Source: an optimization exercise on an open RTL-to-GDS flow (aim: small area, a short achievable clock period and few clock cycles). Production flows keep margins and buffers that such runs may drop. At most, simulation tests tie the RTL to the original design; equivalence was not proved. Function not checked in run 4: the RTL went through the layout flow alone. Power figures rest on the tool's default switching activity, not on a simulated workload.

==> design/flow/design.v <==
module rle_codec (
    input  wire        clk,
    input  wire        rst,
    input  wire        in_valid,
    output wire        in_ready,
    input  wire [7:0]  in_data,
    input  wire        in_last,
    input  wire        in_mode,
    output wire        out_valid,
    input  wire        out_ready,
    output wire [7:0]  out_data,
    output wire        done,
    output wire        err,
    output wire [15:0] err_pos
);
    localparam NR = 136;
    reg  [9:0] sq0, sq1;        
    reg        sv0, sv1;
    reg        in_rdy;
    assign in_ready = in_rdy;
    wire       push_in = in_valid && in_rdy;
    wire       pop_in;
    wire [7:0] hd = sq0[7:0];
    wire       hl = sq0[8];
    wire       hm = sq0[9];
    wire       hv = sv0;
    always @(posedge clk) begin
        if (rst) begin
            sv0    <= 1'b0;
            sv1    <= 1'b0;
            in_rdy <= 1'b1;
        end else begin
            if (pop_in) begin
                if (sv1) begin
                    sq0 <= sq1;
                    if (push_in) begin
                        sq1 <= {in_mode, in_last, in_data};
                    end else begin
                        sv1 <= 1'b0;
                    end
                end else if (push_in) begin
                    sq0 <= {in_mode, in_last, in_data};
                end else begin
                    sv0 <= 1'b0;
                end
                in_rdy <= 1'b1;
            end else if (push_in) begin
                if (sv0) begin
                    sq1    <= {in_mode, in_last, in_data};
                    sv1    <= 1'b1;
                    in_rdy <= 1'b0;
                end else begin
                    sq0 <= {in_mode, in_last, in_data};
                    sv0 <= 1'b1;
                end
            end
        end
    end
    localparam W_DATA = 2'd0;   
    localparam W_LITC = 2'd1;   
    localparam W_LITS = 2'd2;   
    localparam W_SPEC = 2'd3;   
    reg  [1:0] wf_n;            
    reg  [1:0] wk0, wk1;        
    reg  [7:0] wd0, wd1;        
    reg  [1:0] wfk [0:3];
    reg  [7:0] wfd [0:3];
    reg  [1:0] wfw, wfr;
    reg  [2:0] wf_cnt;
    reg        hflag;           
    wire       ring_wr;         
    wire       wf_pop;          
    wire [1:0] wf_hk = wfk[wfr];
    wire [7:0] wf_hd = wfd[wfr];
    wire [1:0] wfw1  = wfw + 2'd1;
    always @(posedge clk) begin
        if (wf_n != 2'd0) begin
            wfk[wfw] <= wk0;
            wfd[wfw] <= wd0;
        end
        if (wf_n == 2'd2) begin
            wfk[wfw1] <= wk1;
            wfd[wfw1] <= wd1;
        end
    end
    always @(posedge clk) begin
        if (rst) begin
            wfw    <= 2'd0;
            wfr    <= 2'd0;
            wf_cnt <= 3'd0;
            hflag  <= 1'b0;
        end else begin
            wfw    <= wfw + wf_n;
            wfr    <= wfr + {1'b0, wf_pop};
            wf_cnt <= wf_cnt + {1'b0, wf_n} - {2'd0, wf_pop};
            if (wf_pop)
                hflag <= 1'b0;
            else if (ring_wr)
                hflag <= 1'b1;
        end
    end
    reg        lf_push;
    reg  [6:0] lf_val;
    wire       lf_pop;
    reg  [6:0] lfd [0:7];
    reg  [2:0] lfw, lfr;
    reg  [3:0] lf_cnt;
    wire       lf_full = lf_cnt[3];
    wire       lf_ne   = (lf_cnt != 4'd0);
    wire [6:0] lf_h    = lfd[lfr];
    always @(posedge clk) begin
        if (lf_push) lfd[lfw] <= lf_val;
    end
    always @(posedge clk) begin
        if (rst) begin
            lfw    <= 3'd0;
            lfr    <= 3'd0;
            lf_cnt <= 4'd0;
        end else begin
            if (lf_push) lfw <= lfw + 3'd1;
            if (lf_pop)  lfr <= lfr + 3'd1;
            lf_cnt <= lf_cnt + {3'd0, lf_push} - {3'd0, lf_pop};
        end
    end
    reg  [7:0] rd [0:NR-1];
    reg        rm [0:NR-1];
    reg        rv [0:NR-1];
    reg  [7:0] tid;
    reg        rflush;          
    reg        scan;
    reg  [7:0] rp;
    reg  [7:0] nw;
    wire       take;
    wire       lopen;           
    wire [7:0] tid_n = (tid == NR - 1) ? 8'd0 : tid + 8'd1;
    wire [7:0] nw_n  = (nw == NR - 1) ? 8'd0 : nw + 8'd1;
    wire       tap_v = rv[NR-1];
    wire       tap_m = rm[NR-1];
    wire [7:0] tap_d = rd[NR-1];
    wire [7:0] d_t = (tid >= rp) ? tid - rp : tid + NR - rp;
    wire [7:0] d_w = (nw >= rp)  ? nw - rp  : nw + NR - rp;
    wire       fz  = (d_t <= d_w);
    wire       h_flag = (wf_hk == W_LITS) && !hflag;
    wire       h_cont = (wf_hk == W_LITC) || (wf_hk == W_LITS && hflag);
    wire       wr_ok  = h_cont ? (tid == nw_n)
                      : h_flag ? (wf_cnt >= 3'd2 || !lopen)
                      : 1'b1;
    assign ring_wr = (wf_cnt != 3'd0) && !rflush && (!tap_v || take) &&
                     (scan || !fz) && wr_ok;
    assign wf_pop  = ring_wr && !h_flag;
    wire       w_m = h_flag || (wf_hk == W_SPEC);
    wire [7:0] w_d = h_flag ? 8'd0 : wf_hd;
    integer ri;
    always @(posedge clk) begin
        for (ri = 1; ri < NR; ri = ri + 1) begin
            rd[ri] <= rd[ri-1];
            rm[ri] <= rm[ri-1];
            rv[ri] <= rv[ri-1];
        end
        rd[0] <= ring_wr ? w_d : tap_d;
        rm[0] <= ring_wr ? w_m : tap_m;
        rv[0] <= ring_wr || (tap_v && !take && !rflush);
    end
    localparam R_IDLE = 2'd0;
    localparam R_EP1  = 2'd1;   
    localparam R_EP2  = 2'd2;   
    reg        ov;
    reg  [7:0] ob;
    reg        done_r, err_r;
    reg [15:0] errp_r;
    reg  [1:0] rs;
    reg  [7:0] eph;
    assign out_valid = ov;
    assign out_data  = ob;
    assign done      = done_r;
    assign err       = err_r;
    assign err_pos   = errp_r;
    wire can_load = !ov || out_ready;
    wire at_tap   = tap_v && !rflush && (scan || tid == rp);
    wire t_flag   = tap_m && rs == R_IDLE && !tap_d[0];
    wire t_done   = tap_m && rs == R_IDLE && tap_d[0];
    wire t_quiet  = tap_m && (rs == R_EP1 || (rs == R_IDLE && tap_d[1:0] == 2'b11));
    assign take   = at_tap && (t_quiet || (can_load && (!t_flag || lf_ne)));
    wire miss     = at_tap && !take && scan;
    assign lf_pop = take && t_flag;
    always @(posedge clk) begin
        if (rst) begin
            tid    <= 8'd0;
            rflush <= 1'b1;
            scan   <= 1'b1;
            rp     <= 8'd0;
            nw     <= 8'd0;
        end else begin
            tid <= tid_n;
            if (tid == NR - 1) rflush <= 1'b0;
            if (ring_wr) nw <= tid;
            if (scan) begin
                if (miss) begin
                    scan <= 1'b0;
                    rp   <= tid;
                end
            end else if (take) begin
                scan <= 1'b1;
            end
        end
    end
    always @(posedge clk) begin
        if (rst) begin
            ov     <= 1'b0;
            ob     <= 8'd0;
            done_r <= 1'b0;
            err_r  <= 1'b0;
            errp_r <= 16'd0;
            rs     <= R_IDLE;
            eph    <= 8'd0;
        end else begin
            done_r <= 1'b0;
            if (can_load) ov <= 1'b0;
            if (take) begin
                if (!tap_m) begin
                    ov <= 1'b1;
                    ob <= tap_d;
                end else begin
                    case (rs)
                    R_IDLE: begin
                        if (!tap_d[0]) begin
                            ov <= 1'b1;
                            ob <= {1'b0, lf_h};
                        end else if (tap_d[1]) begin
                            rs <= R_EP1;
                        end else begin
                            done_r <= 1'b1;
                            err_r  <= 1'b0;
                            errp_r <= 16'd0;
                        end
                    end
                    R_EP1: begin
                        eph <= tap_d;
                        rs  <= R_EP2;
                    end
                    default: begin
                        done_r <= 1'b1;
                        err_r  <= 1'b1;
                        errp_r <= {eph, tap_d};
                        rs     <= R_IDLE;
                    end
                    endcase
                end
            end
        end
    end
    reg        infr;            
    reg        fmode;           
    wire       cm = infr ? fmode : hm;
    reg  [7:0] pv;              
    reg  [1:0] pk;              
    reg        inrun;           
    reg  [6:0] rcm;             
    reg  [6:0] ll;              
    reg        eflush;          
    assign lopen = (ll != 7'd0);
    localparam D_FLAG = 3'd0;
    localparam D_LIT  = 3'd1;
    localparam D_REP  = 3'd2;
    localparam D_EXP  = 3'd3;   
    localparam D_END  = 3'd4;   
    localparam D_EH   = 3'd5;   
    localparam D_EL   = 3'd6;   
    reg  [2:0]  dst;
    reg  [6:0]  dk;             
    reg  [7:0]  dv;             
    reg         dlast;          
    reg         derr;           
    reg  [15:0] pos;            
    reg  [15:0] fsp;            
    wire dec_in  = (dst == D_FLAG) || (dst == D_LIT) || (dst == D_REP);
    wire eq    = (hd == pv);
    wire room1 = (wf_cnt <= 3'd3);
    wire room2 = (wf_cnt <= 3'd2);
    wire lroom = !lf_full;
    wire e_run   = inrun;
    wire e_rmore = inrun && eq && rcm != 7'd127;           
    wire e_trip  = !inrun && pk == 2'd2 && eq;             
    wire e_pair  = !inrun && pk == 2'd1 && eq;             
    wire e_lit   = !inrun && pk != 2'd0 && !eq;            
    wire e_close = e_lit && (ll == 7'd127 || (pk == 2'd2 && ll == 7'd126));
    wire e_ok    = e_run   ? (e_rmore || room2)
                 : e_trip  ? (!lopen || lroom)
                 : e_lit   ? ((pk == 2'd2 ? room2 : room1) && (!e_close || lroom))
                 : 1'b1;
    wire enc_go  = hv && !cm && !eflush && dec_in && e_ok;
    wire f_rep   = inrun;
    wire f_pend  = !inrun && pk != 2'd0;
    wire f_lit   = !inrun && pk == 2'd0 && lopen;
    wire f_ok    = f_rep  ? room2
                 : f_pend ? ((pk == 2'd2 ? room2 : room1) && lroom)
                 : f_lit  ? lroom
                 : room1;
    wire fl_go   = eflush && f_ok;
    wire dec_go  = hv && cm && !eflush && dec_in && room1;
    wire dec_w   = !dec_in && room1;      
    assign pop_in = enc_go || dec_go;
    always @(*) begin
        wf_n   = 2'd0;
        wk0    = W_DATA;
        wk1    = W_DATA;
        wd0    = pv;
        wd1    = pv;
        lf_push = 1'b0;
        lf_val  = 7'd127;
        if (fl_go) begin
            if (f_rep) begin
                wf_n = 2'd2;
                wd0  = {1'b1, rcm};
            end else if (f_pend) begin
                wf_n = pk;
                wk0  = lopen ? W_LITC : W_LITS;
                wk1  = (ll == 7'd127) ? W_LITS : W_LITC;
                lf_push = 1'b1;
                lf_val  = (ll == 7'd127 && pk == 2'd2) ? 7'd127 : ll + {5'd0, pk} - 7'd1;
            end else if (f_lit) begin
                lf_push = 1'b1;
                lf_val  = ll - 7'd1;
            end else begin
                wf_n = 2'd1;
                wk0  = W_SPEC;
                wd0  = 8'h01;
            end
        end else if (enc_go) begin
            if (e_run) begin
                if (!e_rmore) begin
                    wf_n = 2'd2;
                    wd0  = {1'b1, rcm};
                end
            end else if (e_trip) begin
                lf_push = lopen;
                lf_val  = ll - 7'd1;
            end else if (e_lit) begin
                wf_n = pk;
                wk0  = lopen ? W_LITC : W_LITS;
                wk1  = (ll == 7'd127) ? W_LITS : W_LITC;
                lf_push = e_close;
            end
        end else if (dec_go) begin
            if (dst == D_FLAG) begin
                if (hl) begin
                    wf_n = 2'd1;
                    wk0  = W_SPEC;
                    wd0  = 8'h03;
                end
            end else if (dst == D_REP) begin
                wf_n = 2'd1;
                wd0  = hd;
            end else begin
                wf_n = 2'd1;
                wd0  = hd;
            end
        end else if (dec_w) begin
            wf_n = 2'd1;
            case (dst)
            D_EXP: wd0 = dv;
            D_END: begin
                wk0 = W_SPEC;
                wd0 = derr ? 8'h03 : 8'h01;
            end
            D_EH: begin
                wk0 = W_SPEC;
                wd0 = fsp[15:8];
            end
            default: begin
                wk0 = W_SPEC;
                wd0 = fsp[7:0];
            end
            endcase
        end
    end
    always @(posedge clk) begin
        if (rst) begin
            infr   <= 1'b0;
            fmode  <= 1'b0;
            pk     <= 2'd0;
            inrun  <= 1'b0;
            rcm    <= 7'd0;
            ll     <= 7'd0;
            eflush <= 1'b0;
            pv     <= 8'd0;
            dst    <= D_FLAG;
            dk     <= 7'd0;
            dv     <= 8'd0;
            dlast  <= 1'b0;
            derr   <= 1'b0;
            pos    <= 16'd0;
            fsp    <= 16'd0;
        end else begin
            if (pop_in) begin
                infr  <= !hl;
                fmode <= cm;
            end
            if (fl_go) begin
                if (f_rep) begin
                    inrun <= 1'b0;
                end else if (f_pend) begin
                    pk <= 2'd0;
                    ll <= (ll == 7'd127 && pk == 2'd2) ? 7'd1 : 7'd0;
                end else if (f_lit) begin
                    ll <= 7'd0;
                end else begin
                    eflush <= 1'b0;
                end
            end else if (enc_go) begin
                if (hl) eflush <= 1'b1;
                if (e_run) begin
                    if (e_rmore) begin
                        rcm <= rcm + 7'd1;
                    end else begin
                        inrun <= 1'b0;
                        pv    <= hd;
                        pk    <= 2'd1;
                    end
                end else if (e_trip) begin
                    ll    <= 7'd0;
                    inrun <= 1'b1;
                    rcm   <= 7'd2;
                    pk    <= 2'd0;
                end else if (e_pair) begin
                    pk <= 2'd2;
                end else begin
                    if (pk == 2'd2)
                        ll <= (ll == 7'd127) ? 7'd1 : (ll == 7'd126) ? 7'd0 : ll + 7'd2;
                    else if (pk == 2'd1)
                        ll <= (ll == 7'd127) ? 7'd0 : ll + 7'd1;
                    pv <= hd;
                    pk <= 2'd1;
                end
            end else if (dec_go) begin
                pos <= hl ? 16'd0 : pos + 16'd1;
                case (dst)
                D_FLAG: begin
                    fsp <= pos;
                    dk  <= hd[6:0];
                    if (hl) begin
                        dst <= D_EH;
                    end else begin
                        dst <= hd[7] ? D_REP : D_LIT;
                    end
                end
                D_REP: begin
                    dv    <= hd;
                    dlast <= hl;
                    derr  <= 1'b0;
                    if (dk != 7'd0)
                        dst <= D_EXP;
                    else
                        dst <= hl ? D_END : D_FLAG;
                end
                default: begin  
                    dk <= dk - 7'd1;
                    if (hl) begin
                        derr <= (dk != 7'd0);
                        dst  <= D_END;
                    end else if (dk == 7'd0) begin
                        dst <= D_FLAG;
                    end
                end
                endcase
            end else if (dec_w) begin
                case (dst)
                D_EXP: begin
                    dk <= dk - 7'd1;
                    if (dk == 7'd1) dst <= dlast ? D_END : D_FLAG;
                end
                D_END: dst <= derr ? D_EH : D_FLAG;
                D_EH:  dst <= D_EL;
                default: dst <= D_FLAG;
                endcase
            end
        end
    end
endmodule
==> design/flow/run.sh <==
#!/bin/bash
# synth_recipe.tcl (not shown) runs the flow's synth.tcl, then flattens the netlist and writes it again
# the make line also repeats each setting of config.mk as NAME=value (left out here)
make -C /OpenROAD-flow-scripts/flow DESIGN_CONFIG=/design/flow/config.mk WORK_HOME=/design/flow/orfs CLKGATE_MAP_FILE= SYNTH_SCRIPT=/design/flow/synth_recipe.tcl finish
==> design/flow/config.mk <==
export PLATFORM = sky130hd
export DESIGN_NAME = rle_codec
export DESIGN_NICKNAME = rle_codec
export VERILOG_FILES = /design/flow/design.v
export SDC_FILE = /design/flow/constraint.sdc
export NUM_CORES = 4
export LEC_CHECK = 0
export CAP_MARGIN = 20
export CORE_MARGIN = 2
export CORE_UTILIZATION = 40
export PLACE_DENSITY = 0.6
export SLEW_MARGIN = 20
==> design/flow/constraint.sdc <==
create_clock -name core_clock -period 6.0 [get_ports {clk}]
set_input_delay 1.2000 -clock core_clock [delete_from_list [all_inputs] [get_ports {clk}]]
set_output_delay 1.2000 -clock core_clock [all_outputs]
set_load 0.01 [all_outputs]
==> qor.txt, run 1 <==
Hold path depth: 0
Total Routing Usage GR: 0.122
Syn Nets: 3047
Antenna Diode Count: 0
CTS buffer count: 154
Fill count: 9329
Dpl cell area: 45100 µm²
Total number of vias: 20300
FF+latch area: 34100 µm²
Io pins: 42
Core Rows: 120
CTS H-tree depth: 4
Postcts setup bufs: 0
Worst-case clock buffer depth: 3
CTS tree: built
Multi-input logic area: 8570 µm²
Yosys cell types: 106
DRT Wirelength: 66600 µm
Pwr Total: 22.5 mW
Hold_buf cts: 0
Syn avg cell area: 14.7 µm²
R2r worst-path depth: 21
Yosys top cell area share: 0.706
Predominant post-synthesis flop cell: dfxtp_1
DRT met1 WL: 34300 µm
Root Buffer: clkbuf_16
Final HPWL DP: 39600 µm
Vias/cell: 4.42
Clock Skew: 0.0667 ns
Largest net degree at the start of global routing: 119
Die Height: 333 µm
CTS clk-pin slew, worst paths: 0.07 ns
I/O Buffers: 41
Final setup fails: 0
Die Width: 333 µm
Ys async rst share: 0
DRC: 0
Commonest non-fill, non-tap cells in the layout: dfxtp_1 (1527), clkbuf_16 (157), nand2_1 (149)
Part of the Yosys area used for sequential elements: 0.786
Yosys warnings: 4
Cell area after synthesis: 43300 µm²
Routed length on met3: 3030 µm
Initial antenna violation count: 0
Metal2 WL: 27500 µm
Leak: 19.4 nW
First-iteration detailed-routing DRC count: 1092
Leading cell type in the layout, fill and taps excluded: dfxtp_1
Final std cells w/o fill: 4592
Area leader, netlist: dfxtp_1
ANT nets after route: 0
Fin crit share: 0.907
# clock sinks: 1643
CP arrival: 6.05 ns
Vias in the first global route: 20200
Setup CP Type: flop to flop
Total core area: 107000 µm²
Worst path required time: 6.61 ns
First-pass GRT wire length: 109000 µm
Worst-margin pin slew: 1.04 ns
Remaining Overflow, GRT: 0
GPL Wtd Cong: 0.817
Highest Signal Layer: met4
Post-CTS resize count: 0
Achievable frequency: 184 MHz
Area grow syn2layout: 16.8%
Share of cells above drive strength 1: 0.117
Die area: 111000 µm²
Critical path endpoint category: flop
Seq cells post-synth: 1643
Max-cap violations: 0
DR WL/cell: 14.5 µm
RSZ-0062 raised after global routing: false
Number of synthesized flops with an enable pin: 116
Max-slew violation count: 0
Max VDD drop: 0.000236 V
Status: complete, no violations
Tmin final: 5.44 ns
Worst min-delay path category: flop to flop
DR pass1 iterations: 5
Clock latency (worst-skew pair): 0.75 ns
Crit-path max FO: 11
Final net count: 3168
Rel. slew slack: 0.302
Final Hold Vio Count: 0
Initial Util: 0.404
Cells after Synth: 2941
Dpl cells: 4308
Worst setup SP type: flop
Final instance area: 50600 µm²
Power Dens Cells: 445 nW/µm²
Setup TNS: 0 ns
Synth area leaders: dfxtp_1 (71%), edfxtp_1 (8.0%), ha_1 (2.2%)
==> metal layers <==
metal	up-vias	GRT usage
li1	10200	-
met1	9651	0.175
met2	347	0.176
met3	132	0.0295
met4	0	0.0502
met5	-	0
==> state kept, by name, summed over array words and instances (netlist names), 10 cells and up, named ones only <==
signal	cells
fsp	16
sq0	10
rm	136
pos	16
wfd	32
errp_r	16
rv	136
sq1	10
lfd	56
rd	1088
==> Yosys cell counts, types with 34 or more instances <==
master,count
nand2b_1,35
nand3_1,47
edfxtp_1,116
inv_1,66
ha_1,76
nand2_1,149
dfxtp_1,1527
mux2i_1,56
a21oi_1,103
xnor2_1,37
xor2_1,34
clkbuf_1,49
nor2_1,142
o21ai_0,47
==> final timing paths <==
path                           start                   end  slack [ns]
hold / removal    rd[111][2]$_DFF_P_    rd[112][2]$_DFF_P_        0.29
setup reg to reg   tid[0]$_SDFF_PP0_  wf_cnt[2]$_SDFF_PP0_        0.56
hold reg to reg   rd[111][2]$_DFF_P_    rd[112][2]$_DFF_P_        0.29
setup / recovery   tid[0]$_SDFF_PP0_  wf_cnt[2]$_SDFF_PP0_        0.56
==> cells by family (layout without fill, tap and decap cells) <==
family                     after synthesis  in the layout  synth area share
muxes                                  125            125            0.0381
and+or+nand+nor                        518            518            0.0595
buffers and inverters                  156            404            0.0158
AOI/OAI and AO/OA                      333            333            0.0554
DFF                                   1643           1643             0.786
adders and majority gates               92             92            0.0294
xor gates and xnor gates                74             74            0.0155
==> cell type report <==
class	instances	area share
clock inverter	58	0.0165
clock buffer	225	0.0912
timing repair buffer	54	0.0102
inverter	67	0.00497
sequential	1643	0.673
multi-input combinational	1142	0.169
tap	1403	0.0347
==> per-stage QoR <==
step / worst slack, ns / hold slack [ns] / util
global placement: 0.688 / 0.310 / 0.421
global route: 0.197 / 0.289 / 0.472
CTS: 0.580 / 0.284 / 0.472
detailed placement: 0.613 / 0.312 / 0.421
finish: 0.556 / 0.289 / 0.472
floorplan: 1.22 / 0.310 / -
==> critical path, stage by stage, from the launching register on <==
cell,delay [ns]
dfxtp_1,0.52
inv_1,0.14
ha_1,0.26
fa_1,0.42
o31ai_1,0.42
a31o_2,0.24
a311o_1,0.43
a21oi_1,0.16
ha_1,0.33
nand3_1,0.11
a21oi_1,0.14
a211oi_1,0.06
o21ai_0,0.50
o2111ai_4,0.22
nor3_2,0.22
xor2_1,0.20
ha_1,0.17
inv_1,0.05
fa_1,0.37
xnor2_1,0.18
xnor2_1,0.14
nor2_1,0.05
==> where the power goes <==
group | internal (mW) | leakage [nW] | switching (mW) | total (mW)
combinational | 0.456 | 3.33 | 0.707 | 1.16
clock | 5.96 | 2.67 | 4.05 | 10.0
sequential | 11.2 | 13.4 | 0.147 | 11.3
total | 17.6 | 19.4 | 4.90 | 22.5
Testbench counts, summed over its fixed seeds: cycles 142,387.
==> run 2: changes to the inputs <==
--- a/design/flow/design.v
+++ b/design/flow/design.v
@@ -13,17 +13,23 @@
     output wire        err,
     output wire [15:0] err_pos
 );
-    localparam NR = 136;
-    reg  [9:0] sq0, sq1;        
-    reg        sv0, sv1;
-    reg        in_rdy;
+    localparam NR = 128;
+    reg  [10:0] sq0, sq1;       
+    reg         sv0, sv1;
+    reg         in_rdy;
+    reg  [7:0]  lastin;         
     assign in_ready = in_rdy;
-    wire       push_in = in_valid && in_rdy;
-    wire       pop_in;
-    wire [7:0] hd = sq0[7:0];
-    wire       hl = sq0[8];
-    wire       hm = sq0[9];
-    wire       hv = sv0;
+    wire        push_in = in_valid && in_rdy;
+    wire        pop_in;
+    wire [10:0] nq = {in_data == lastin, in_mode, in_last, in_data};
+    wire [7:0]  hd = sq0[7:0];
+    wire        hl = sq0[8];
+    wire        hm = sq0[9];
+    wire        hs = sq0[10];
+    wire        hv = sv0;
+    always @(posedge clk) begin
+        if (push_in) lastin <= in_data;
+    end
     always @(posedge clk) begin
         if (rst) begin
             sv0    <= 1'b0;
@@ -34,23 +40,23 @@
                 if (sv1) begin
                     sq0 <= sq1;
                     if (push_in) begin
-                        sq1 <= {in_mode, in_last, in_data};
+                        sq1 <= nq;
                     end else begin
                         sv1 <= 1'b0;
                     end
                 end else if (push_in) begin
-                    sq0 <= {in_mode, in_last, in_data};
+                    sq0 <= nq;
                 end else begin
                     sv0 <= 1'b0;
                 end
                 in_rdy <= 1'b1;
             end else if (push_in) begin
                 if (sv0) begin
-                    sq1    <= {in_mode, in_last, in_data};
+                    sq1    <= nq;
                     sv1    <= 1'b1;
                     in_rdy <= 1'b0;
                 end else begin
-                    sq0 <= {in_mode, in_last, in_data};
+                    sq0 <= nq;
                     sv0 <= 1'b1;
                 end
             end
@@ -124,76 +130,93 @@
     end
     reg  [7:0] rd [0:NR-1];
     reg        rm [0:NR-1];
-    reg        rv [0:NR-1];
     reg  [7:0] tid;
+    reg  [7:0] tid1;            
     reg        rflush;          
     reg        scan;
     reg  [7:0] rp;
     reg  [7:0] nw;
+    reg  [7:0] nw1;             
+    reg        at_rp;           
+    reg        at_nw;           
+    reg        at_nw1;          
+    reg        fz;              
     wire       take;
+    wire       miss;
     wire       lopen;           
-    wire [7:0] tid_n = (tid == NR - 1) ? 8'd0 : tid + 8'd1;
-    wire [7:0] nw_n  = (nw == NR - 1) ? 8'd0 : nw + 8'd1;
-    wire       tap_v = rv[NR-1];
     wire       tap_m = rm[NR-1];
     wire [7:0] tap_d = rd[NR-1];
-    wire [7:0] d_t = (tid >= rp) ? tid - rp : tid + NR - rp;
-    wire [7:0] d_w = (nw >= rp)  ? nw - rp  : nw + NR - rp;
-    wire       fz  = (d_t <= d_w);
+    wire       tap_v = !tap_m || tap_d[7:6] != 2'b00;
     wire       h_flag = (wf_hk == W_LITS) && !hflag;
     wire       h_cont = (wf_hk == W_LITC) || (wf_hk == W_LITS && hflag);
-    wire       wr_ok  = h_cont ? (tid == nw_n)
+    wire       wr_ok  = h_cont ? at_nw1
                       : h_flag ? (wf_cnt >= 3'd2 || !lopen)
                       : 1'b1;
     assign ring_wr = (wf_cnt != 3'd0) && !rflush && (!tap_v || take) &&
                      (scan || !fz) && wr_ok;
     assign wf_pop  = ring_wr && !h_flag;
     wire       w_m = h_flag || (wf_hk == W_SPEC);
-    wire [7:0] w_d = h_flag ? 8'd0 : wf_hd;
+    wire [7:0] w_d = h_flag ? 8'h40 : wf_hd;
+    wire       recirc = tap_v && !take && !rflush;
     integer ri;
     always @(posedge clk) begin
         for (ri = 1; ri < NR; ri = ri + 1) begin
             rd[ri] <= rd[ri-1];
             rm[ri] <= rm[ri-1];
-            rv[ri] <= rv[ri-1];
         end
-        rd[0] <= ring_wr ? w_d : tap_d;
-        rm[0] <= ring_wr ? w_m : tap_m;
-        rv[0] <= ring_wr || (tap_v && !take && !rflush);
+        rd[0] <= ring_wr ? w_d : recirc ? tap_d : 8'h00;
+        rm[0] <= ring_wr ? w_m : !recirc || tap_m;
     end
     localparam R_IDLE = 2'd0;
     localparam R_EP1  = 2'd1;   
     localparam R_EP2  = 2'd2;   
+    localparam R_EP3  = 2'd3;   
     reg        ov;
     reg  [7:0] ob;
     reg        done_r, err_r;
     reg [15:0] errp_r;
     reg  [1:0] rs;
-    reg  [7:0] eph;
+    reg  [9:0] eph;
     assign out_valid = ov;
     assign out_data  = ob;
     assign done      = done_r;
     assign err       = err_r;
     assign err_pos   = errp_r;
     wire can_load = !ov || out_ready;
-    wire at_tap   = tap_v && !rflush && (scan || tid == rp);
-    wire t_flag   = tap_m && rs == R_IDLE && !tap_d[0];
-    wire t_done   = tap_m && rs == R_IDLE && tap_d[0];
-    wire t_quiet  = tap_m && (rs == R_EP1 || (rs == R_IDLE && tap_d[1:0] == 2'b11));
+    wire at_tap   = tap_v && !rflush && (scan || at_rp);
+    wire t_flag   = tap_m && rs == R_IDLE && !tap_d[7];
+    wire t_quiet  = tap_m && (rs == R_EP1 || rs == R_EP2 || (rs == R_IDLE && tap_d[7] && tap_d[0]));
     assign take   = at_tap && (t_quiet || (can_load && (!t_flag || lf_ne)));
-    wire miss     = at_tap && !take && scan;
+    assign miss   = at_tap && !take && scan;
     assign lf_pop = take && t_flag;
+    wire at_rp_n = !miss && (tid1 == rp);
     always @(posedge clk) begin
         if (rst) begin
             tid    <= 8'd0;
+            tid1   <= 8'd1;
             rflush <= 1'b1;
             scan   <= 1'b1;
             rp     <= 8'd0;
             nw     <= 8'd0;
+            nw1    <= 8'd1;
+            at_rp  <= 1'b1;
+            at_nw  <= 1'b1;
+            at_nw1 <= 1'b0;
+            fz     <= 1'b0;
         end else begin
-            tid <= tid_n;
+            tid    <= tid1;
+            tid1   <= (tid1 == NR - 1) ? 8'd0 : tid1 + 8'd1;
             if (tid == NR - 1) rflush <= 1'b0;
-            if (ring_wr) nw <= tid;
+            if (ring_wr) begin
+                nw  <= tid;
+                nw1 <= tid1;
+            end
+            at_rp  <= at_rp_n;
+            at_nw  <= !ring_wr && (tid1 == nw);
+            at_nw1 <= ring_wr || (tid1 == nw1);
+            fz     <= ring_wr ? at_rp_n
+                    : miss    ? !at_nw
+                    : at_rp_n || (fz && !at_nw);
             if (scan) begin
                 if (miss) begin
                     scan <= 1'b0;
@@ -212,7 +235,7 @@
             err_r  <= 1'b0;
             errp_r <= 16'd0;
             rs     <= R_IDLE;
-            eph    <= 8'd0;
+            eph    <= 10'd0;
         end else begin
             done_r <= 1'b0;
             if (can_load) ov <= 1'b0;
@@ -223,10 +246,10 @@
                 end else begin
                     case (rs)
                     R_IDLE: begin
-                        if (!tap_d[0]) begin
+                        if (!tap_d[7]) begin
                             ov <= 1'b1;
                             ob <= {1'b0, lf_h};
-                        end else if (tap_d[1]) begin
+                        end else if (tap_d[0]) begin
                             rs <= R_EP1;
                         end else begin
                             done_r <= 1'b1;
@@ -235,13 +258,17 @@
                         end
                     end
                     R_EP1: begin
-                        eph <= tap_d;
-                        rs  <= R_EP2;
+                        eph[9:6] <= tap_d[3:0];
+                        rs       <= R_EP2;
+                    end
+                    R_EP2: begin
+                        eph[5:0] <= tap_d[5:0];
+                        rs       <= R_EP3;
                     end
                     default: begin
                         done_r <= 1'b1;
                         err_r  <= 1'b1;
-                        errp_r <= {eph, tap_d};
+                        errp_r <= {eph, tap_d[5:0]};
                         rs     <= R_IDLE;
                     end
                     endcase
@@ -264,17 +291,19 @@
     localparam D_REP  = 3'd2;
     localparam D_EXP  = 3'd3;   
     localparam D_END  = 3'd4;   
-    localparam D_EH   = 3'd5;   
-    localparam D_EL   = 3'd6;   
+    localparam D_E1   = 3'd5;   
+    localparam D_E2   = 3'd6;   
+    localparam D_E3   = 3'd7;   
     reg  [2:0]  dst;
     reg  [6:0]  dk;             
     reg  [7:0]  dv;             
     reg         dlast;          
     reg         derr;           
     reg  [15:0] pos;            
+    reg         pos_c;          
     reg  [15:0] fsp;            
     wire dec_in  = (dst == D_FLAG) || (dst == D_LIT) || (dst == D_REP);
-    wire eq    = (hd == pv);
+    wire eq    = hs;                
     wire room1 = (wf_cnt <= 3'd3);
     wire room2 = (wf_cnt <= 3'd2);
     wire lroom = !lf_full;
@@ -324,7 +353,7 @@
             end else begin
                 wf_n = 2'd1;
                 wk0  = W_SPEC;
-                wd0  = 8'h01;
+                wd0  = 8'h80;
             end
         end else if (enc_go) begin
             if (e_run) begin
@@ -346,7 +375,7 @@
                 if (hl) begin
                     wf_n = 2'd1;
                     wk0  = W_SPEC;
-                    wd0  = 8'h03;
+                    wd0  = 8'h81;
                 end
             end else if (dst == D_REP) begin
                 wf_n = 2'd1;
@@ -361,15 +390,19 @@
             D_EXP: wd0 = dv;
             D_END: begin
                 wk0 = W_SPEC;
-                wd0 = derr ? 8'h03 : 8'h01;
+                wd0 = {7'b1000000, derr};
+            end
+            D_E1: begin
+                wk0 = W_SPEC;
+                wd0 = {4'b1100, fsp[15:12]};
             end
-            D_EH: begin
+            D_E2: begin
                 wk0 = W_SPEC;
-                wd0 = fsp[15:8];
+                wd0 = {2'b11, fsp[11:6]};
             end
             default: begin
                 wk0 = W_SPEC;
-                wd0 = fsp[7:0];
+                wd0 = {2'b11, fsp[5:0]};
             end
             endcase
         end
@@ -390,6 +423,7 @@
             dlast  <= 1'b0;
             derr   <= 1'b0;
             pos    <= 16'd0;
+            pos_c  <= 1'b0;
             fsp    <= 16'd0;
         end else begin
             if (pop_in) begin
@@ -433,13 +467,20 @@
                     pk <= 2'd1;
                 end
             end else if (dec_go) begin
-                pos <= hl ? 16'd0 : pos + 16'd1;
+                if (hl) begin
+                    pos   <= 16'd0;
+                    pos_c <= 1'b0;
+                end else begin
+                    pos[7:0] <= pos[7:0] + 8'd1;
+                    if (pos_c) pos[15:8] <= pos[15:8] + 8'd1;
+                    pos_c <= (pos[7:0] == 8'hfe);
+                end
                 case (dst)
                 D_FLAG: begin
                     fsp <= pos;
                     dk  <= hd[6:0];
                     if (hl) begin
-                        dst <= D_EH;
+                        dst <= D_E1;
                     end else begin
                         dst <= hd[7] ? D_REP : D_LIT;
                     end
@@ -469,8 +510,9 @@
                     dk <= dk - 7'd1;
                     if (dk == 7'd1) dst <= dlast ? D_END : D_FLAG;
                 end
-                D_END: dst <= derr ? D_EH : D_FLAG;
-                D_EH:  dst <= D_EL;
+                D_END: dst <= derr ? D_E1 : D_FLAG;
+                D_E1:  dst <= D_E2;
+                D_E2:  dst <= D_E3;
                 default: dst <= D_FLAG;
                 endcase
             end
==> qor.txt, run 2 <==
Crit-path max FO: 13 (was 11)
Reg2reg start: ll[1]$_SDFFE_PP0P_ (was tid[0]$_SDFF_PP0_)
Worst-case clock buffer depth: 3 (unchanged)
Max VDD drop: 0.000217 V (was 0.000236 V)
Antenna Diode Count: 0 (unchanged)
Leak: 17.1 nW (was 19.4 nW)
RSZ-0062 raised after global routing: false (unchanged)
Commonest cells in the netlist: dfxtp_1 (1342), nor2_1 (167), edfxtp_1 (126) (was dfxtp_1 (1527), nand2_1 (149), nor2_1 (142))
Initial antenna violation count: 0 (unchanged)
Vias/cell: 4.50 (was 4.42)
CTS tree: built (unchanged)
Area grow syn2layout: 17.4% (was 16.8%)
Synth area leaders: dfxtp_1 (70%), edfxtp_1 (9.9%), nor2_1 (1.6%) (was dfxtp_1 (71%), edfxtp_1 (8.0%), ha_1 (2.2%))
Total number of vias: 18500 (was 20300)
CTS H-tree depth: 4 (unchanged)
Sequential Power Share: 0.508 (was 0.504)
Achievable frequency: 223 MHz (was 184 MHz)
Total Routing Usage GR: 0.127 (was 0.122)
Critical path endpoint category: flop (unchanged)
Remaining Overflow, GRT: 0 (unchanged)
R2r setup slk: 1.51 ns (was 0.56 ns)
Gate power share: 0.047 (was 0.052)
Part of the Yosys area used for sequential elements: 0.802 (was 0.786)
Clock Skew: 0.0384 ns (was 0.0667 ns)
Final HPWL DP: 36600 µm (was 39600 µm)
Switching share of total power: 0.220 (was 0.218)
Die Height: 313 µm (was 333 µm)
Final net count: 2789 (was 3168)
Setup CP Type: flop to flop (unchanged)
Hold_sp: rd[45][6]$_DFF_P_ (was rd[111][2]$_DFF_P_)
Clock latency (worst-skew pair): 0.73 ns (was 0.75 ns)
Leading cell type in the layout, fill and taps excluded: dfxtp_1 (unchanged)
Die Width: 313 µm (was 333 µm)
Switching power: 4.42 mW (was 4.90 mW)
Power Dens Cells: 447 nW/µm² (was 445 nW/µm²)
Tmin final: 4.49 ns (was 5.44 ns)
CTS buffer count: 139 (was 154)
Worst setup SP type: flop (unchanged)
Max-cap violations: 0 (unchanged)
R2r worst-path depth: 9 (was 21)
Die area: 98100 µm² (was 111000 µm²)
Seq cells post-synth: 1468 (was 1643)
Worst-margin pin slew: 1.01 ns (was 1.04 ns)
Reg with most FFs: rd (unchanged)
Clock network fraction of total power: 0.445 (about the same)
Postcts setup bufs: 0 (unchanged)
ANT nets after route: 0 (unchanged)
CTS clk-pin slew, worst paths: 0.06 ns (was 0.07 ns)
GPL Wtd Cong: 0.814 (was 0.817)
Root Buffer: clkbuf_16 (unchanged)
# clock sinks: 1468 (was 1643)
Share of cells above drive strength 1: 0.115 (was 0.117)
Fin crit share: 0.748 (was 0.907)
Ys async rst share: 0 (unchanged)
Vias in the first global route: 18900 (was 20200)
CP arrival: 4.80 ns (was 6.05 ns)
DP Worst Slack: 1.46 ns (was 0.613 ns)
Io pins: 42 (unchanged)
Yosys warnings: 3 (was 4)
First-pass GRT wire length: 101000 µm (was 109000 µm)
Largest net degree at the start of global routing: 92 (was 119)
Final instance area: 44900 µm² (was 50600 µm²)
Worst path required time: 6.31 ns (was 6.61 ns)
DR WL/cell: 14.9 µm (was 14.5 µm)
Number of synthesized flops with an enable pin: 126 (was 116)
Count leader, synth: dfxtp_1 (unchanged)
Area leader, netlist: dfxtp_1 (unchanged)
Final setup fails: 0 (unchanged)
Rel. slew slack: 0.325 (was 0.302)
Total core area: 94900 µm² (was 107000 µm²)
Max-slew violation count: 0 (unchanged)
Commonest non-fill, non-tap cells in the layout: dfxtp_1 (1341), nor2_1 (167), clkbuf_16 (141) (was dfxtp_1 (1527), clkbuf_16 (157), nand2_1 (149))
Dpl cell area: 40000 µm² (was 45100 µm²)
DRT Wirelength: 61100 µm (was 66600 µm)
First-iteration detailed-routing DRC count: 1083 (was 1092)
Worst min-delay path category: flop to flop (unchanged)
Syn avg cell area: 14.6 µm² (was 14.7 µm²)
Syn Nets: 2684 (was 3047)
Setup ws final: 1.51 ns (was 0.556 ns)
Status: complete, no violations (unchanged)
DR pass1 iterations: 5 (unchanged)
Worst Hold End: rd[46][6]$_DFF_P_ (was rd[112][2]$_DFF_P_)
DRC: 0 (unchanged)
Reg-to-Reg End: wfd[3][0]$_DFFE_PP_ (was wf_cnt[2]$_SDFF_PP0_)
Setup TNS: 0 ns (unchanged)
Yosys top cell area share: 0.703 (was 0.706)
Core Rows: 113 (was 120)
I/O Buffers: 41 (unchanged)
Largest registers: rd x1024, rm x128, lfd x56 (was rd x1088, rm x136, rv x136)
Cells after Synth: 2623 (was 2941)
Predominant post-synthesis flop cell: dfxtp_1 (unchanged)
Hold path depth: 0 (unchanged)
Cell area after synthesis: 38200 µm² (was 43300 µm²)
P_int: 15.6 mW (was 17.6 mW)
Yosys cell types: 76 (was 106)
Hold_buf cts: 0 (unchanged)
Final Hold Vio Count: 0 (unchanged)
Initial Util: 0.403 (was 0.404)
Post-CTS resize count: 0 (unchanged)
Max FFs per register: 1024 (was 1088)
-- run 2: cell count changes after synthesis, moves of 25 or more --
cell / change
dfxtp_1: -185
clkbuf_1: +26
ha_1: -32
nand2_1: -25
nor2_1: +25
mux2_2: +28
-- run 2: final cells by class --
type                       instances  area, µm²
clock buffer                     192       3980
clock inverter                    58        896
fill                            8026      50000
inverter                          54        203
multi-input combinational       1011       7030
sequential                      1468      30700
tap                             1265       1580
timing repair buffer              54        517
-- run 2: how the worst max path moves through the flow --
stage,start,end
finish,ll[1]$_SDFFE_PP0P_,wfd[3][0]$_DFFE_PP_
global route,pk[0]$_SDFFE_PP0P_,wfd[1][7]$_DFFE_PP_
CTS,pk[0]$_SDFFE_PP0P_,wfd[0][7]$_DFFE_PP_
detailed placement,ll[1]$_SDFFE_PP0P_,wfd[0][3]$_DFFE_PP_
global placement,pk[0]$_SDFFE_PP0P_,wfd[0][2]$_DFFE_PP_
floorplan,ll[1]$_SDFFE_PP0P_,sq1[0]$_DFFE_PP_
-- run 2: metrics by stage --
stage,hold slack (ns),util,total power [mW],instances
floorplan,0.310,-,11.1,2623
detailed placement,0.312,0.421,11.3,3851
finish,0.300,0.473,20.1,4102
CTS,0.295,0.473,20.3,4101
global placement,0.312,0.421,11.3,3849
global route,0.295,0.473,20.9,4102
-- run 2: cell families after synthesis --
group	count (synthesis)	share of synthesized area
muxes	129	0.0433
xor gates and xnor gates	70	0.0160
adders and majority gates	47	0.0160
DFF	1468	0.802
AOI/OAI and AO/OA	293	0.0503
and+or+nand+nor	472	0.0577
buffers and inverters	144	0.0149
-- run 2: power by group through the flow --
stage / logic (mW) / clock network (mW) / registers (mW)
floorplan: 0.746 / 0 / 10.3
global placement: 0.907 / 0 / 10.4
detailed placement: 0.941 / 0 / 10.4
CTS: 0.949 / 9.18 / 10.2
global route: 1.06 / 9.59 / 10.2
finish: 0.952 / 8.93 / 10.2
-- run 2: per-layer routing --
| layer | GRT usage | up-vias | part of all wire |
|---|---|---|---|
| met5 | 0 | - | 0 |
| met1 | 0.178 | 8849 | 0.49 |
| met2 | 0.185 | 415 | 0.43 |
| met3 | 0.0315 | 143 | 0.051 |
| li1 | - | 9068 | - |
| met4 | 0.0575 | 0 | 0.030 |
-- run 2: critical path: stages (launching register included) --
cell and delay (ns):
dfxtp_1 0.49, inv_1 0.21, ha_1 0.29, and4b_1 0.31, nor3_1 0.28, a211o_1 0.39
or2_0 0.56, o221a_1 0.64, mux2i_1 0.17, nor2_1 0.74
Testbench counts of run 2, summed over its fixed seeds: cycles 142,203.
==> run 3: changes to the inputs <==
--- a/design/flow/config.mk
+++ b/design/flow/config.mk
@@ -5,8 +5,10 @@
 export SDC_FILE = /design/flow/constraint.sdc
 export NUM_CORES = 4
 export LEC_CHECK = 0
+export ABC_CLOCK_PERIOD_IN_PS = 2500
 export CAP_MARGIN = 20
 export CORE_MARGIN = 2
 export CORE_UTILIZATION = 40
 export PLACE_DENSITY = 0.6
+export SETUP_SLACK_MARGIN = 3.0
 export SLEW_MARGIN = 20
==> qor.txt, run 3 <==
Max-cap violations: 0 (unchanged)
Area grow syn2layout: 20.8% (was 17.4%)
Die Height: 313 µm (unchanged)
Vias/cell: 4.54 (was 4.50)
Total Routing Usage GR: 0.127 (about the same)
First-iteration detailed-routing DRC count: 1131 (was 1083)
CTS tree: built (unchanged)
Yosys cell types: 76 (unchanged)
Number of synthesized flops with an enable pin: 126 (unchanged)
Largest registers: rd x1024, rm x128, lfd x56 (unchanged)
# clock sinks: 1468 (unchanged)
Reg2reg start: ll[1]$_SDFFE_PP0P_ (unchanged)
Setup ws final: 3.00 ns (was 1.51 ns)
CP max stage cell: dfxtp_4 (was nor2_1)
Worst-margin pin slew: 0.990 ns (was 1.01 ns)
Mux cell area share after synthesis: 0.0433 (unchanged)
CP startpoint: ll[1]$_SDFFE_PP0P_ (unchanged)
Largest family of logic cells by synthesized area: simple AND/OR/NAND/NOR gates (unchanged)
P_int: 15.6 mW (about the same)
I/O Buffers: 41 (unchanged)
Die area: 98100 µm² (unchanged)
Final HPWL DP: 36000 µm (was 36600 µm)
Reg with most FFs: rd (unchanged)
Syn Nets: 2684 (unchanged)
Leading cell type in the layout, fill and taps excluded: dfxtp_1 (unchanged)
Leak: 17.5 nW (was 17.1 nW)
Yosys warnings: 3 (unchanged)
Count leader, synth: dfxtp_1 (unchanged)
Max FFs per register: 1024 (unchanged)
Clock network fraction of total power: 0.431 (was 0.445)
Simple-Gate Fraction of Synth Area: 0.0577 (unchanged)
Worst path required time: 6.44 ns (was 6.31 ns)
DRC: 0 (unchanged)
Dpl cell area: 40100 µm² (was 40000 µm²)
Worst setup SP type: flop (unchanged)
Clock Skew: 0.0555 ns (was 0.0384 ns)
Total core area: 94900 µm² (unchanged)
Vias in the first global route: 19400 (was 18900)
Cell area after synthesis: 38200 µm² (unchanged)
Final instance area: 46200 µm² (was 44900 µm²)
DP Worst Slack: 1.63 ns (was 1.46 ns)
Ys async rst share: 0 (unchanged)
Largest net degree at the start of global routing: 101 (was 92)
CP max stage delay: 0.37 ns (was 0.74 ns)
DR WL/cell: 14.8 µm (was 14.9 µm)
DR pass1 iterations: 5 (unchanged)
Sequential Power Share: 0.508 (about the same)
Remaining Overflow, GRT: 0 (unchanged)
Synth area leaders: dfxtp_1 (70%), edfxtp_1 (9.9%), nor2_1 (1.6%) (unchanged)
Post-Synth XOR/XNOR Area: 0.0160 (unchanged)
Initial antenna violation count: 0 (unchanged)
ANT nets after route: 0 (unchanged)
Switching share of total power: 0.222 (was 0.220)
RSZ-0062 raised after global routing: true (was false)
Max VDD drop: 0.000233 V (was 0.000217 V)
Total number of vias: 18900 (was 18500)
Final net count: 2849 (was 2789)
Root Buffer: clkbuf_16 (unchanged)
Status: complete, no violations (unchanged)
Yosys top cell area share: 0.703 (unchanged)
CTS clk-pin slew, worst paths: 0.06 ns (about the same)
Die Width: 313 µm (unchanged)
Critical-path cell list: inv_4 > ha_4 > and4b_2 > nor3_4 > a211o_4 > or2_4 > o221a_4 > nor4b_4 > buf_4 > mux2_2 (was inv_1 > ha_1 > and4b_1 > nor3_1 > a211o_1 > or2_0 > o221a_1 > mux2i_1 > nor2_1)
Commonest non-fill, non-tap cells in the layout: dfxtp_1 (1323), nor2_1 (158), clkbuf_16 (136) (was dfxtp_1 (1341), nor2_1 (167), clkbuf_16 (141))
Switching power: 4.46 mW (was 4.42 mW)
Max-slew violation count: 0 (unchanged)
GPL Wtd Cong: 0.816 (was 0.814)
Core Rows: 113 (unchanged)
Share of cells above drive strength 1: 0.168 (was 0.115)
Post-synthesis compound-gate area fraction: 0.0503 (unchanged)
Setup CP Type: flop to flop (unchanged)
Syn avg cell area: 14.6 µm² (unchanged)
Reg-to-Reg End: wfd[2][2]$_DFFE_PP_ (was wfd[3][0]$_DFFE_PP_)
DRT Wirelength: 61700 µm (was 61100 µm)
Worst-case clock buffer depth: 3 (unchanged)
Cells after Synth: 2623 (unchanged)
Predominant post-synthesis flop cell: dfxtp_1 (unchanged)
Io pins: 42 (unchanged)
Critical path endpoint category: flop (unchanged)
Final Hold Vio Count: 0 (unchanged)
Rel. slew slack: 0.337 (was 0.325)
Final setup fails: 0 (unchanged)
Hold_buf cts: 0 (unchanged)
Tmin final: 3.00 ns (was 4.49 ns)
Fin crit share: 0.500 (was 0.748)
R2r setup slk: 3.00 ns (was 1.51 ns)
Clock latency (worst-skew pair): 0.73 ns (about the same)
Hold path depth: 0 (unchanged)
Crit path buf inv count: 2 (was 1)
Worst Hold End: rd[10][7]$_DFF_P_ (was rd[46][6]$_DFF_P_)
R2r worst-path depth: 10 (was 9)
CTS H-tree depth: 4 (unchanged)
Worst min-delay path category: flop to flop (unchanged)
First-pass GRT wire length: 101000 µm (about the same)
Commonest cells in the netlist: dfxtp_1 (1342), nor2_1 (167), edfxtp_1 (126) (unchanged)
Crit path max-delay family: simple AND/OR/NAND/NOR gates (unchanged)
Seq cells post-synth: 1468 (unchanged)
Gate power share: 0.061 (was 0.047)
Initial Util: 0.403 (unchanged)
CP arrival: 3.44 ns (was 4.80 ns)
Crit-path max FO: 6 (was 13)
Antenna Diode Count: 0 (unchanged)
Achievable frequency: 333 MHz (was 223 MHz)
CTS buffer count: 136 (was 139)
Hold_sp: rd[9][7]$_DFF_P_ (was rd[45][6]$_DFF_P_)
Synth Area in Adders: 0.0160 (unchanged)
Part of the Yosys area used for sequential elements: 0.802 (unchanged)
Area leader, netlist: dfxtp_1 (unchanged)
Power Dens Cells: 435 nW/µm² (was 447 nW/µm²)
Setup TNS: 0 ns (unchanged)
## run 3: cell counts after synthesis
No cell type changed its count.
## run 3: area by class of cell
class	count	area, µm²
Tap cell	1265	1580
Inverter	54	215
Clock inverter	50	818
Multi-Input combinational cell	1013	7800
Clock buffer	199	3870
Sequential cell	1468	30700
Fill cell	7932	48700
Timing Repair Buffer	115	1180
## run 3: worst register-to-register path, stage by stage (launching register included)
cell and delay, ns:
dfxtp_4 0.37, inv_4 0.07, ha_4 0.15, and4b_2 0.29, nor3_4 0.07, a211o_4 0.35
or2_4 0.26, o221a_4 0.27, nor4b_4 0.35, buf_4 0.21, mux2_2 0.33
## run 3: cells by family after synthesis
logic type	after synthesis
buf+inv	144
xor+xnor	70
simple gates	472
compound gates	293
fa+ha+maj	47
mux	129
flops	1468
## run 3: timing repair
action,in CTS,in global routing
buffers inserted,43,25
endpoints found under the setup margin,300,250
pin swaps,26,21
gates cloned,3,1
resized for setup,113,61
## run 3: worst max-delay path by stage
stage / end / slack (ns) / depth (start not counted)
4_1_cts: lfd[7][5]$_DFFE_PP_ / 2.95 / 8
3_5_place_dp: wfd[1][2]$_DFFE_PP_ / 1.63 / 8
6_report: wfd[2][2]$_DFFE_PP_ / 3.00 / 10
5_1_grt: wfd[2][2]$_DFFE_PP_ / 2.92 / 8
2_1_floorplan: wf_cnt[1]$_SDFF_PP0_ / 2.55 / 14
3_3_place_gp: wf_cnt[1]$_SDFF_PP0_ / 1.77 / 14
## run 3: through the flow
| stage | total power, mW | cells | hold slack (ns) | utilization |
|---|---|---|---|---|
| after detailed placement | 11.4 | 3843 | 0.312 | 0.422 |
| final | 20.1 | 4164 | 0.297 | 0.487 |
| after global routing | 20.9 | 4164 | 0.305 | 0.487 |
| after CTS | 20.2 | 4138 | 0.299 | 0.481 |
| after floorplan | 11.1 | 2623 | 0.310 | - |
| after global placement | 11.3 | 3843 | 0.311 | 0.422 |
## run 3: power groups by stage
stage,sequential (mW),clock (mW),combinational (mW)
after floorplan,10.3,0,0.779
after global placement,10.4,0,0.928
after detailed placement,10.4,0,0.965
after CTS,10.2,8.91,1.13
after global routing,10.2,9.32,1.33
final,10.2,8.65,1.23
## run 3: routing by layer
metal	share of wire	track usage	up-vias
met2	0.43	0.188	460
met3	0.048	0.0278	144
met5	0	0	-
met1	0.49	0.179	9111
met4	0.030	0.0546	0
li1	-	-	9200
==> run 4: changes to the inputs <==
--- a/design/flow/design.v
+++ b/design/flow/design.v
@@ -13,7 +13,7 @@
     output wire        err,
     output wire [15:0] err_pos
 );
-    localparam NR = 128;
+    localparam NR = 128;        
     reg  [10:0] sq0, sq1;       
     reg         sv0, sv1;
     reg         in_rdy;
@@ -130,13 +130,13 @@
     end
     reg  [7:0] rd [0:NR-1];
     reg        rm [0:NR-1];
-    reg  [7:0] tid;
-    reg  [7:0] tid1;            
+    reg  [6:0] tid;
+    reg  [6:0] tid1;            
     reg        rflush;          
     reg        scan;
-    reg  [7:0] rp;
-    reg  [7:0] nw;
-    reg  [7:0] nw1;             
+    reg  [6:0] rp;
+    reg  [6:0] nw;
+    reg  [6:0] nw1;             
     reg        at_rp;           
     reg        at_nw;           
     reg        at_nw1;          
@@ -152,7 +152,7 @@
     wire       wr_ok  = h_cont ? at_nw1
                       : h_flag ? (wf_cnt >= 3'd2 || !lopen)
                       : 1'b1;
-    assign ring_wr = (wf_cnt != 3'd0) && !rflush && (!tap_v || take) &&
+    assign ring_wr = (wf_cnt != 3'd0) && (!tap_v || take || rflush) &&
                      (scan || !fz) && wr_ok;
     assign wf_pop  = ring_wr && !h_flag;
     wire       w_m = h_flag || (wf_hk == W_SPEC);
@@ -176,7 +176,6 @@
     reg        done_r, err_r;
     reg [15:0] errp_r;
     reg  [1:0] rs;
-    reg  [9:0] eph;
     assign out_valid = ov;
     assign out_data  = ob;
     assign done      = done_r;
@@ -192,21 +191,21 @@
     wire at_rp_n = !miss && (tid1 == rp);
     always @(posedge clk) begin
         if (rst) begin
-            tid    <= 8'd0;
-            tid1   <= 8'd1;
+            tid    <= 7'd0;
+            tid1   <= 7'd1;
             rflush <= 1'b1;
             scan   <= 1'b1;
-            rp     <= 8'd0;
-            nw     <= 8'd0;
-            nw1    <= 8'd1;
+            rp     <= 7'd0;
+            nw     <= 7'd0;
+            nw1    <= 7'd1;
             at_rp  <= 1'b1;
             at_nw  <= 1'b1;
             at_nw1 <= 1'b0;
             fz     <= 1'b0;
         end else begin
             tid    <= tid1;
-            tid1   <= (tid1 == NR - 1) ? 8'd0 : tid1 + 8'd1;
-            if (tid == NR - 1) rflush <= 1'b0;
+            tid1   <= tid1 + 7'd1;
+            if (tid == 7'd127) rflush <= 1'b0;
             if (ring_wr) begin
                 nw  <= tid;
                 nw1 <= tid1;
@@ -235,7 +234,6 @@
             err_r  <= 1'b0;
             errp_r <= 16'd0;
             rs     <= R_IDLE;
-            eph    <= 10'd0;
         end else begin
             done_r <= 1'b0;
             if (can_load) ov <= 1'b0;
@@ -258,17 +256,17 @@
                         end
                     end
                     R_EP1: begin
-                        eph[9:6] <= tap_d[3:0];
+                        errp_r[15:12] <= tap_d[3:0];
                         rs       <= R_EP2;
                     end
                     R_EP2: begin
-                        eph[5:0] <= tap_d[5:0];
+                        errp_r[11:6] <= tap_d[5:0];
                         rs       <= R_EP3;
                     end
                     default: begin
                         done_r <= 1'b1;
                         err_r  <= 1'b1;
-                        errp_r <= {eph, tap_d[5:0]};
+                        errp_r[5:0] <= tap_d[5:0];
                         rs     <= R_IDLE;
                     end
                     endcase
@@ -284,8 +282,12 @@
     reg        inrun;           
     reg  [6:0] rcm;             
     reg  [6:0] ll;              
+    reg  [6:0] llm;             
+    reg        lo_r;            
+    reg        l126, l127;      
+    reg  [6:0] ll_n;            
     reg        eflush;          
-    assign lopen = (ll != 7'd0);
+    assign lopen = lo_r;
     localparam D_FLAG = 3'd0;
     localparam D_LIT  = 3'd1;
     localparam D_REP  = 3'd2;
@@ -295,8 +297,6 @@
     localparam D_E2   = 3'd6;   
     localparam D_E3   = 3'd7;   
     reg  [2:0]  dst;
-    reg  [6:0]  dk;             
-    reg  [7:0]  dv;             
     reg         dlast;          
     reg         derr;           
     reg  [15:0] pos;            
@@ -312,7 +312,7 @@
     wire e_trip  = !inrun && pk == 2'd2 && eq;             
     wire e_pair  = !inrun && pk == 2'd1 && eq;             
     wire e_lit   = !inrun && pk != 2'd0 && !eq;            
-    wire e_close = e_lit && (ll == 7'd127 || (pk == 2'd2 && ll == 7'd126));
+    wire e_close = e_lit && (l127 || (pk == 2'd2 && l126));
     wire e_ok    = e_run   ? (e_rmore || room2)
                  : e_trip  ? (!lopen || lroom)
                  : e_lit   ? ((pk == 2'd2 ? room2 : room1) && (!e_close || lroom))
@@ -344,12 +344,12 @@
             end else if (f_pend) begin
                 wf_n = pk;
                 wk0  = lopen ? W_LITC : W_LITS;
-                wk1  = (ll == 7'd127) ? W_LITS : W_LITC;
+                wk1  = l127 ? W_LITS : W_LITC;
                 lf_push = 1'b1;
-                lf_val  = (ll == 7'd127 && pk == 2'd2) ? 7'd127 : ll + {5'd0, pk} - 7'd1;
+                lf_val  = (l127 && pk == 2'd2) ? 7'd127 : llm + {5'd0, pk};
             end else if (f_lit) begin
                 lf_push = 1'b1;
-                lf_val  = ll - 7'd1;
+                lf_val  = llm;
             end else begin
                 wf_n = 2'd1;
                 wk0  = W_SPEC;
@@ -363,11 +363,11 @@
                 end
             end else if (e_trip) begin
                 lf_push = lopen;
-                lf_val  = ll - 7'd1;
+                lf_val  = llm;
             end else if (e_lit) begin
                 wf_n = pk;
                 wk0  = lopen ? W_LITC : W_LITS;
-                wk1  = (ll == 7'd127) ? W_LITS : W_LITC;
+                wk1  = l127 ? W_LITS : W_LITC;
                 lf_push = e_close;
             end
         end else if (dec_go) begin
@@ -387,7 +387,7 @@
         end else if (dec_w) begin
             wf_n = 2'd1;
             case (dst)
-            D_EXP: wd0 = dv;
+            D_EXP: wd0 = pv;
             D_END: begin
                 wk0 = W_SPEC;
                 wd0 = {7'b1000000, derr};
@@ -407,6 +407,22 @@
             endcase
         end
     end
+    always @(*) begin
+        ll_n = ll;
+        if (fl_go) begin
+            if (f_pend)
+                ll_n = (l127 && pk == 2'd2) ? 7'd1 : 7'd0;
+            else if (f_lit)
+                ll_n = 7'd0;
+        end else if (enc_go) begin
+            if (e_trip)
+                ll_n = 7'd0;
+            else if (e_lit && pk == 2'd2)
+                ll_n = l127 ? 7'd1 : l126 ? 7'd0 : ll + 7'd2;
+            else if (e_lit)
+                ll_n = l127 ? 7'd0 : ll + 7'd1;
+        end
+    end
     always @(posedge clk) begin
         if (rst) begin
             infr   <= 1'b0;
@@ -415,11 +431,13 @@
             inrun  <= 1'b0;
             rcm    <= 7'd0;
             ll     <= 7'd0;
+            llm    <= 7'd127;
+            lo_r   <= 1'b0;
+            l126   <= 1'b0;
+            l127   <= 1'b0;
             eflush <= 1'b0;
             pv     <= 8'd0;
             dst    <= D_FLAG;
-            dk     <= 7'd0;
-            dv     <= 8'd0;
             dlast  <= 1'b0;
             derr   <= 1'b0;
             pos    <= 16'd0;
@@ -430,14 +448,17 @@
                 infr  <= !hl;
                 fmode <= cm;
             end
+            ll   <= ll_n;
+            llm  <= ll_n - 7'd1;
+            lo_r <= (ll_n != 7'd0);
+            l126 <= (ll_n == 7'd126);
+            l127 <= (ll_n == 7'd127);
             if (fl_go) begin
                 if (f_rep) begin
                     inrun <= 1'b0;
                 end else if (f_pend) begin
                     pk <= 2'd0;
-                    ll <= (ll == 7'd127 && pk == 2'd2) ? 7'd1 : 7'd0;
                 end else if (f_lit) begin
-                    ll <= 7'd0;
                 end else begin
                     eflush <= 1'b0;
                 end
@@ -452,17 +473,12 @@
                         pk    <= 2'd1;
                     end
                 end else if (e_trip) begin
-                    ll    <= 7'd0;
                     inrun <= 1'b1;
                     rcm   <= 7'd2;
                     pk    <= 2'd0;
                 end else if (e_pair) begin
                     pk <= 2'd2;
                 end else begin
-                    if (pk == 2'd2)
-                        ll <= (ll == 7'd127) ? 7'd1 : (ll == 7'd126) ? 7'd0 : ll + 7'd2;
-                    else if (pk == 2'd1)
-                        ll <= (ll == 7'd127) ? 7'd0 : ll + 7'd1;
                     pv <= hd;
                     pk <= 2'd1;
                 end
@@ -478,7 +494,7 @@
                 case (dst)
                 D_FLAG: begin
                     fsp <= pos;
-                    dk  <= hd[6:0];
+                    rcm  <= hd[6:0];
                     if (hl) begin
                         dst <= D_E1;
                     end else begin
@@ -486,20 +502,20 @@
                     end
                 end
                 D_REP: begin
-                    dv    <= hd;
+                    pv    <= hd;
                     dlast <= hl;
                     derr  <= 1'b0;
-                    if (dk != 7'd0)
+                    if (rcm != 7'd0)
                         dst <= D_EXP;
                     else
                         dst <= hl ? D_END : D_FLAG;
                 end
                 default: begin  
-                    dk <= dk - 7'd1;
+                    rcm <= rcm - 7'd1;
                     if (hl) begin
-                        derr <= (dk != 7'd0);
+                        derr <= (rcm != 7'd0);
                         dst  <= D_END;
-                    end else if (dk == 7'd0) begin
+                    end else if (rcm == 7'd0) begin
                         dst <= D_FLAG;
                     end
                 end
@@ -507,8 +523,8 @@
             end else if (dec_w) begin
                 case (dst)
                 D_EXP: begin
-                    dk <= dk - 7'd1;
-                    if (dk == 7'd1) dst <= dlast ? D_END : D_FLAG;
+                    rcm <= rcm - 7'd1;
+                    if (rcm == 7'd1) dst <= dlast ? D_END : D_FLAG;
                 end
                 D_END: dst <= derr ? D_E1 : D_FLAG;
                 D_E1:  dst <= D_E2;
==> design/flow/config.mk (replaced) <==
export PLATFORM = sky130hd
export DESIGN_NAME = rle_codec
export DESIGN_NICKNAME = rle_codec
export VERILOG_FILES = /design/flow/design.v
export SDC_FILE = /design/flow/constraint.sdc
export NUM_CORES = 4
export LEC_CHECK = 0
export CAP_MARGIN = 20
export CORE_MARGIN = 2
export CORE_UTILIZATION = 40
export CTS_BUF_LIST = sky130_fd_sc_hd__clkbuf_16
export CTS_CLUSTER_DIAMETER = 100
export CTS_CLUSTER_SIZE = 30
export PLACE_DENSITY = 0.6
export SETUP_SLACK_MARGIN = 3.4
export SLEW_MARGIN = 20
==> qor.txt, run 4 <==
Die Height: 311 µm (was 313 µm)
Yosys cell types: 86 (was 76)
Yosys warnings: 3 (unchanged)
CP max stage cell: or4b_4 (was dfxtp_4)
CP startpoint: wfr[0]$_SDFF_PP0_ (was ll[1]$_SDFFE_PP0P_)
Area grow syn2layout: 16.6% (was 20.8%)
CTS H-tree depth: 2 (was 4)
ANT nets after route: 0 (unchanged)
Max FFs per register: 1024 (unchanged)
First-pass GRT wire length: 98000 µm (was 101000 µm)
Commonest cells in the netlist: dfxtp_1 (1322), nor2_1 (150), edfxtp_1 (126) (was dfxtp_1 (1342), nor2_1 (167), edfxtp_1 (126))
CTS tree: built (unchanged)
Cell area after synthesis: 37700 µm² (was 38200 µm²)
Synth area leaders: dfxtp_1 (70%), edfxtp_1 (10%), mux2i_1 (1.8%) (was dfxtp_1 (70%), edfxtp_1 (9.9%), nor2_1 (1.6%))
Initial antenna violation count: 0 (unchanged)
GPL Wtd Cong: 0.807 (was 0.816)
Fin crit share: 0.523 (was 0.500)
Sequential Power Share: 0.668 (was 0.508)
Hold WS: 0.281 ns (was 0.297 ns)
Initial Util: 0.403 (about the same)
Seq cells post-synth: 1448 (was 1468)
Final Util: 0.471 (was 0.487)
Vias in the first global route: 18100 (was 19400)
Total core area: 93300 µm² (was 94900 µm²)
Max-slew violation count: 0 (unchanged)
Predominant post-synthesis flop cell: dfxtp_1 (unchanged)
Max VDD drop: 0.000221 V (was 0.000233 V)
Total Routing Usage GR: 0.123 (was 0.127)
Syn Nets: 2614 (was 2684)
DRC: 0 (unchanged)
RSZ-0062 raised after global routing: true (unchanged)
Final setup fails: 0 (unchanged)
Final Hold Vio Count: 0 (unchanged)
Reg-to-Reg End: wf_cnt[2]$_SDFF_PP0_ (was wfd[2][2]$_DFFE_PP_)
Part of the Yosys area used for sequential elements: 0.803 (was 0.802)
Power Dens Cells: 400 nW/µm² (was 435 nW/µm²)
Leading cell type in the layout, fill and taps excluded: dfxtp_1 (unchanged)
Critical path endpoint category: flop (unchanged)
Reg2reg start: wfr[0]$_SDFF_PP0_ (was ll[1]$_SDFFE_PP0P_)
DR pass1 iterations: 5 (unchanged)
Switching power: 3.86 mW (was 4.46 mW)
Final net count: 2779 (was 2849)
Max-cap violations: 0 (unchanged)
Ys async rst share: 0 (unchanged)
Area leader, netlist: dfxtp_1 (unchanged)
CP max stage delay: 0.51 ns (was 0.37 ns)
Vias/cell: 4.57 (was 4.54)
CP arrival: 3.63 ns (was 3.44 ns)
DRT Wirelength: 61900 µm (was 61700 µm)
Setup CP Type: flop to flop (unchanged)
Rel. slew slack: 0.350 (was 0.337)
Antenna Diode Count: 0 (unchanged)
Setup TNS: 0 ns (unchanged)
Yosys top cell area share: 0.703 (about the same)
Worst min-delay path category: flop to flop (unchanged)
CTS clk-pin slew, worst paths: 0.12 ns (was 0.06 ns)
CTS buffer count: 55 (was 136)
Largest net degree at the start of global routing: 87 (was 101)
Final instance area: 43900 µm² (was 46200 µm²)
# clock sinks: 1448 (was 1468)
Io pins: 42 (unchanged)
Cells after Synth: 2569 (was 2623)
Dpl cell area: 39600 µm² (was 40100 µm²)
Status: complete, no violations (unchanged)
Critical-path cell list: mux4_2 > or4b_4 > a211oi_4 > a2111oi_4 > buf_6 > nand2b_4 > xnor2_4 > ha_4 > inv_2 > fa_2 > xnor2_2 > xnor2_1 > nor2_1 (was inv_4 > ha_4 > and4b_2 > nor3_4 > a211o_4 > or2_4 > o221a_4 > nor4b_4 > buf_4 > mux2_2)
R2r setup slk: 2.86 ns (was 3.00 ns)
Worst Setup EP: wf_cnt[2]$_SDFF_PP0_ (was wfd[2][2]$_DFFE_PP_)
Final std cells w/o fill: 4000 (was 4164)
Clock latency (worst-skew pair): 0.68 ns (was 0.73 ns)
Core Rows: 112 (was 113)
Hold path depth: 0 (unchanged)
[run 4: critical path, delay by kind of cell, from the launching register on]
family,cells,cell delay [ns]
fa+ha+maj,2,0.49
flops,1,0.38
compound gates,2,0.36
buf+inv,2,0.16
simple gates,3,0.65
mux,1,0.50
xor+xnor,3,0.40
[run 4: kinds of logic (layout without fill, tap and decap cells)]
kind of cell | Yosys count | in the layout | synth area share
compound gates | 270 | 271 | 0.0479
simple gates | 471 | 475 | 0.0596
buf+inv | 139 | 311 | 0.0152
fa+ha+maj | 31 | 31 | 0.0109
xor+xnor | 74 | 74 | 0.0172
flops | 1448 | 1448 | 0.803
mux | 136 | 136 | 0.0459
[run 4: area by class of cell]
type,count,area share
flip-flops and latches,1448,0.691
multi-input cells,987,0.186
repair buffers,200,0.0486
well taps,1254,0.0357
clock buffers,55,0.0313
clock inverters,14,0.00430
inverters,42,0.00385
[run 4: worst min-delay path by stage]
stage,start,endpoint,slack (ns)
floorplan,rd[99][0]$_DFF_P_,rd[100][0]$_DFF_P_,0.31
global placement,rd[1][4]$_DFF_P_,rd[2][4]$_DFF_P_,0.31
detailed placement,rd[100][1]$_DFF_P_,rd[101][1]$_DFF_P_,0.31
CTS,rd[0][3]$_DFF_P_,rd[1][3]$_DFF_P_,0.28
global route,rd[0][3]$_DFF_P_,rd[1][3]$_DFF_P_,0.29
finish,rd[0][3]$_DFF_P_,rd[1][3]$_DFF_P_,0.28
[run 4: through the flow]
| step | setup WS [ns] | total power [mW] |
|---|---|---|
| 6_report | 2.86 | 17.5 |
| 3_5_place_dp | 1.71 | 12.8 |
| 2_1_floorplan | 2.71 | 12.5 |
| 5_1_grt | 2.72 | 18.4 |
| 4_1_cts | 2.76 | 17.6 |
| 3_3_place_gp | 1.68 | 12.8 |
[run 4: power by group through the flow]
stage               Sequential (mW)  Combinational, mW  Clock [mW]
floorplan                      11.7              0.788           0
global placement               11.9              0.877           0
detailed placement             11.9              0.895           0
CTS                            11.8               1.17        4.67
global route                   11.9               1.47        5.00
finish                         11.7               1.36        4.47
[run 4: what timing repair did]
action                     4_1_cts  5_1_grt
gates resized for setup        229      148
setup endpoints to repair      392      332
setup buffers                   84       59
gates cloned                     9        4
hold buffers                     0        0
pin swaps                       48       59
[run 4: layer usage]
metal | wire length (µm) | track usage | up-vias
met5 | 0 | 0 | -
li1 | - | - | 8904
met3 | 2500 | 0.0208 | 122
met2 | 27500 | 0.192 | 316
met4 | 1820 | 0.0427 | 0
met1 | 30000 | 0.174 | 8927

Re-timed with assumed drivers on the ports (clkbuf_16 on the clock, buf_2 on other inputs), run 4 has 2.862 ns of setup slack against 2.862 ns with ideal ports, and 2.431 ns once port delays also move by the mid clock arrival of 0.717 ns.
